Background: an optimization exercise with open tools, aiming at small area, a short achievable clock period and few clock cycles per item. Do not read the settings as production practice. Only simulation tests tie the RTL to the original design; equivalence was not proved.

== build 96 ==
## sha256_engine
module sha256_engine (
    input  wire         clk,
    input  wire         rst,         
    input  wire         start,       
    input  wire [15:0]  msg_len,     
    input  wire         in_valid,
    output reg          in_ready,
    input  wire [31:0]  in_data,
    output reg          busy,
    output reg          done,
    output wire [255:0] digest
);
Size: about 6200 cells after synthesis.
export LEC_CHECK = 0
export CAP_MARGIN = 20
export CORE_MARGIN = 2
export CORE_UTILIZATION = 40
export PLACE_DENSITY = 0.6
export SETUP_SLACK_MARGIN = 5
export SLEW_MARGIN = 20
create_clock -name core_clock -period 10.0 [get_ports {clk}]
standard.sh (not shown) runs the stock make flow with config.mk's settings and CLKGATE_MAP_FILE= SYNTH_SCRIPT=/design/flow/synth_recipe.tcl, a recipe that flattens the netlist after the stock synthesis.
==> flow/flow/run.sh <==
#!/bin/bash
# Standard layout, but synthesis leaves full adders to ABC instead of mapping
# them to the library's adder cells. Tool output: orfs/logs (per step) and
# make.log here.
set -euo pipefail
bash standard.sh ADDER_MAP_FILE= finish > make.log 2>&1
Testbench counts of build 96, summed over its fixed seeds: cycles 216,073, items 960.
Relative to build 96, the following input files were edited for build 37:
Settings: CTS_CLUSTER_DIAMETER newly set to 100; CTS_CLUSTER_SIZE newly set to 25.
==> flow/flow/run.sh <==
#!/bin/bash
# The standard layout (standard.sh) with two changes: Yosys's synth runs
# without its internal pre-mapping ABC pass (-noabc), so the full adders are
# extracted from the plain gate netlist without polarity inverters; and the
# ports get the smallest buffer. Registers are unchanged. Per-step tool logs
# are in orfs/logs; make's output is in make.log here.
set -euo pipefail
bash standard.sh SYNTH_ARGS=-noabc "BUFFER_PORTS_ARGS=-buffer_cell sky130_fd_sc_hd__buf_1" finish > make.log 2>&1
==> run summary <==
- Going from build 96 to build 37, clock-buffer cell count shrinks by about 54%.
- From build 96 to build 37 the numbers moved as follows: via count of the first global-routing pass fell 10100, die boundary height fell about 6%, sequential share of layout area rose 8.2 points, complex-gate fraction of the synthesized area fell 4.0 points.
#### Input delta (build 42 over build 37)
==> flow/run.sh (new file) <==
#!/bin/bash
# synth_recipe.tcl (not shown) runs the flow's synth.tcl, then flattens the netlist and writes it again
# the make line also repeats each setting of config.mk as NAME=value (left out here)
make -C /OpenROAD-flow-scripts/flow DESIGN_CONFIG=/design/flow/config.mk WORK_HOME=/design/flow/orfs CLKGATE_MAP_FILE= SYNTH_SCRIPT=/design/flow/synth_recipe.tcl finish
removed: flow/flow/run.sh
removed: flow/standard.sh
## What came out
- Looking only at area share of fa/ha/maj cells after synthesis, and setting everything else aside, the lower value of build 42 and build 37 goes to build 42.
- On build 42: mean cell area of the mapped netlist is about 4.5% lower than what build 37 gave.
- Build 42 has post-route standard cell area excluding fillers above what build 37 had.
Changes in build 67 relative to build 42:
Settings: CORE_UTILIZATION changed from 40 to 60; PLACE_DENSITY changed from 0.6 to 0.75.
==> flow/flow/run.sh (new file) <==
#!/bin/bash
# The standard layout (standard.sh) with two changes: Yosys's synth runs
# without its internal pre-mapping ABC pass (-noabc), so the full adders are
# extracted from the plain gate netlist without polarity inverters; and the
# ports get the smallest buffer. Registers are unchanged. Per-step tool logs
# are in orfs/logs; make's output is in make.log here.
set -euo pipefail
bash standard.sh SYNTH_ARGS=-noabc "BUFFER_PORTS_ARGS=-buffer_cell sky130_fd_sc_hd__buf_1" finish > make.log 2>&1
==> flow/standard.sh (new file) <==
#!/bin/bash
# synth_recipe.tcl (not shown) runs the flow's synth.tcl, then flattens the netlist and writes it again
# the make line also repeats each setting of config.mk as NAME=value (left out here)
make -C /OpenROAD-flow-scripts/flow DESIGN_CONFIG=/design/flow/config.mk WORK_HOME=/design/flow/orfs CLKGATE_MAP_FILE= SYNTH_SCRIPT=/design/flow/synth_recipe.tcl "${@:-finish}"
removed: flow/run.sh
Results
Cmp build 42 and build 67 / hold slack / lower: build 42
Build 67: combined area of all synthesized cells lower than build 42
Between build 42 and build 67, met2 routing resource usage after global routing increased.
For the critical path depth, build 67 came in 2 higher than build 42 did.

* * *

== v4 ==
Another version of the RTL of sha256_engine (not shown whole).
For scale: ~1,100 flip-flops, ~310 I/O pins, ~52,000 µm² of cells after synthesis.
make LEC_CHECK=0 CAP_MARGIN=20 CORE_MARGIN=2 CORE_UTILIZATION=40 PLACE_DENSITY=0.6 SETUP_SLACK_MARGIN=4.5 SLEW_MARGIN=20 finish   # period 10.0 ns
run.sh (not shown) runs the stock make flow with config.mk's settings and CLKGATE_MAP_FILE= SYNTH_SCRIPT=/design/flow/synth_recipe.tcl, a recipe that flattens the netlist after the stock synthesis.
Stock flow here: none of the scripts above is used.
Testbench counts of v4, summed over its fixed seeds: cycles 216,073, items 960.
Edits applied to the flow inputs when going from v4 to v6:
# v4
export LEC_CHECK = 0
export CAP_MARGIN = 20
export CORE_MARGIN = 2
export CORE_UTILIZATION = 40
export PLACE_DENSITY = 0.6
export SETUP_SLACK_MARGIN = 4.5
export SLEW_MARGIN = 20
create_clock -name core_clock -period 10.0 [get_ports {clk}]
# v6
export LEC_CHECK = 0
export CAP_MARGIN = 20
export CORE_MARGIN = 2
export CORE_UTILIZATION = 60
export PLACE_DENSITY = 0.75
export SETUP_SLACK_MARGIN = 5
export SLEW_MARGIN = 20
create_clock -name core_clock -period 10.0 [get_ports {clk}]
## What came out
Having completed the whole flow, v6 delivered a layout that passed the timing, design-rule and antenna checks. In the reports for v4 and v6, the smaller utilization belongs to v4. Number of antenna-violating nets in the routed design: v6 vs v4 identical. Diff v4 -> v6 | via count of the first global-routing pass | increase of 1,077. Per the comparison of v6 with v4, final area now larger, slack of the critical path +490 ps.
The inputs of v22 differ from those of v6 as listed below.
# v6
export LEC_CHECK = 0
export CAP_MARGIN = 20
export CORE_MARGIN = 2
export CORE_UTILIZATION = 60
export PLACE_DENSITY = 0.75
export SETUP_SLACK_MARGIN = 5
export SLEW_MARGIN = 20
create_clock -name core_clock -period 10.0 [get_ports {clk}]
# v22
export LEC_CHECK = 0
export ABC_AREA = 1
export CAP_MARGIN = 20
export CORE_MARGIN = 2
export CORE_UTILIZATION = 40
export PLACE_DENSITY = 0.6
export SETUP_SLACK_MARGIN = 5
export SLEW_MARGIN = 20
create_clock -name core_clock -period 10.0 [get_ports {clk}]
v6 → v22: cell area went up about 5%; placed instance count went up about 32%; post-CTS resize count went down 154; buffers plus inverters on the worst setup path went up 4.
First-pass GRT wire length ends up higher on v22.
Critical path startpoint = e[4]$_DFF_P_: v22; critical path startpoint = R[1][14]$_DFF_P_: v6
Setup changes, v22 to v32
# v22
export LEC_CHECK = 0
export ABC_AREA = 1
export CAP_MARGIN = 20
export CORE_MARGIN = 2
export CORE_UTILIZATION = 40
export PLACE_DENSITY = 0.6
export SETUP_SLACK_MARGIN = 5
export SLEW_MARGIN = 20
create_clock -name core_clock -period 10.0 [get_ports {clk}]
# v32
export LEC_CHECK = 0
export CAP_MARGIN = 20
export CORE_MARGIN = 2
export CORE_UTILIZATION = 40
export CTS_BUF_LIST = sky130_fd_sc_hd__clkbuf_4 sky130_fd_sc_hd__clkbuf_8
export PLACE_DENSITY = 0.6
export SETUP_SLACK_MARGIN = 5
export SLEW_MARGIN = 20
create_clock -name core_clock -period 10.0 [get_ports {clk}]
--- outcome ---
Capturing element of the worst setup path: e[31]$_DFF_P_ -> v32, a[28]$_DFF_P_ -> v22
Between v32 and v22, it is v32 whose number of standard-cell rows in the floorplan is lower, by about 3%.
The pre-CTS setup slack of v32 was superior to that of v22.

static timing again, ports no longer ideal:
How much do the figures lean on ideal ports? The routed layouts below were timed once more, with nothing changed but the port constraints. Step 1: set_driving_cell puts a clkbuf_16 on clk and a buf_2 on each other input, an assumption about the parent block. Step 2 times the ports against the registers' clock, not the clock port: input delays grow and output delays shrink by t, the midpoint of the rising clock arrivals with the driver on. a / b / c = ideal ports / drivers / drivers and shift; a / b = the first two.
run	t (ns)	setup WS [ns]	worst setup path at the end
build 96	0.835	4.890 / 4.890 / 4.304	input to register
build 37	0.768	5.060 / 5.060 / 4.517	input to register
build 42	0.784	4.845 / 4.845 / 4.417	input to register
build 67	0.744	5.013 / 5.013 / 4.820	input to register
v4	0.827	4.509 / 4.509 / 4.220	input to register
v6	0.773	5.000 / 4.976 / 4.525	input to register
v22	0.816	5.066 / 5.066 / 4.435	input to register
v32	0.996	5.011 / 5.011 / 4.331	input to register
After both steps every run listed still meets setup and hold. The setup slack of v32, which loses most, moves by 0.000 ns with the drivers and by -0.680 ns with both steps.
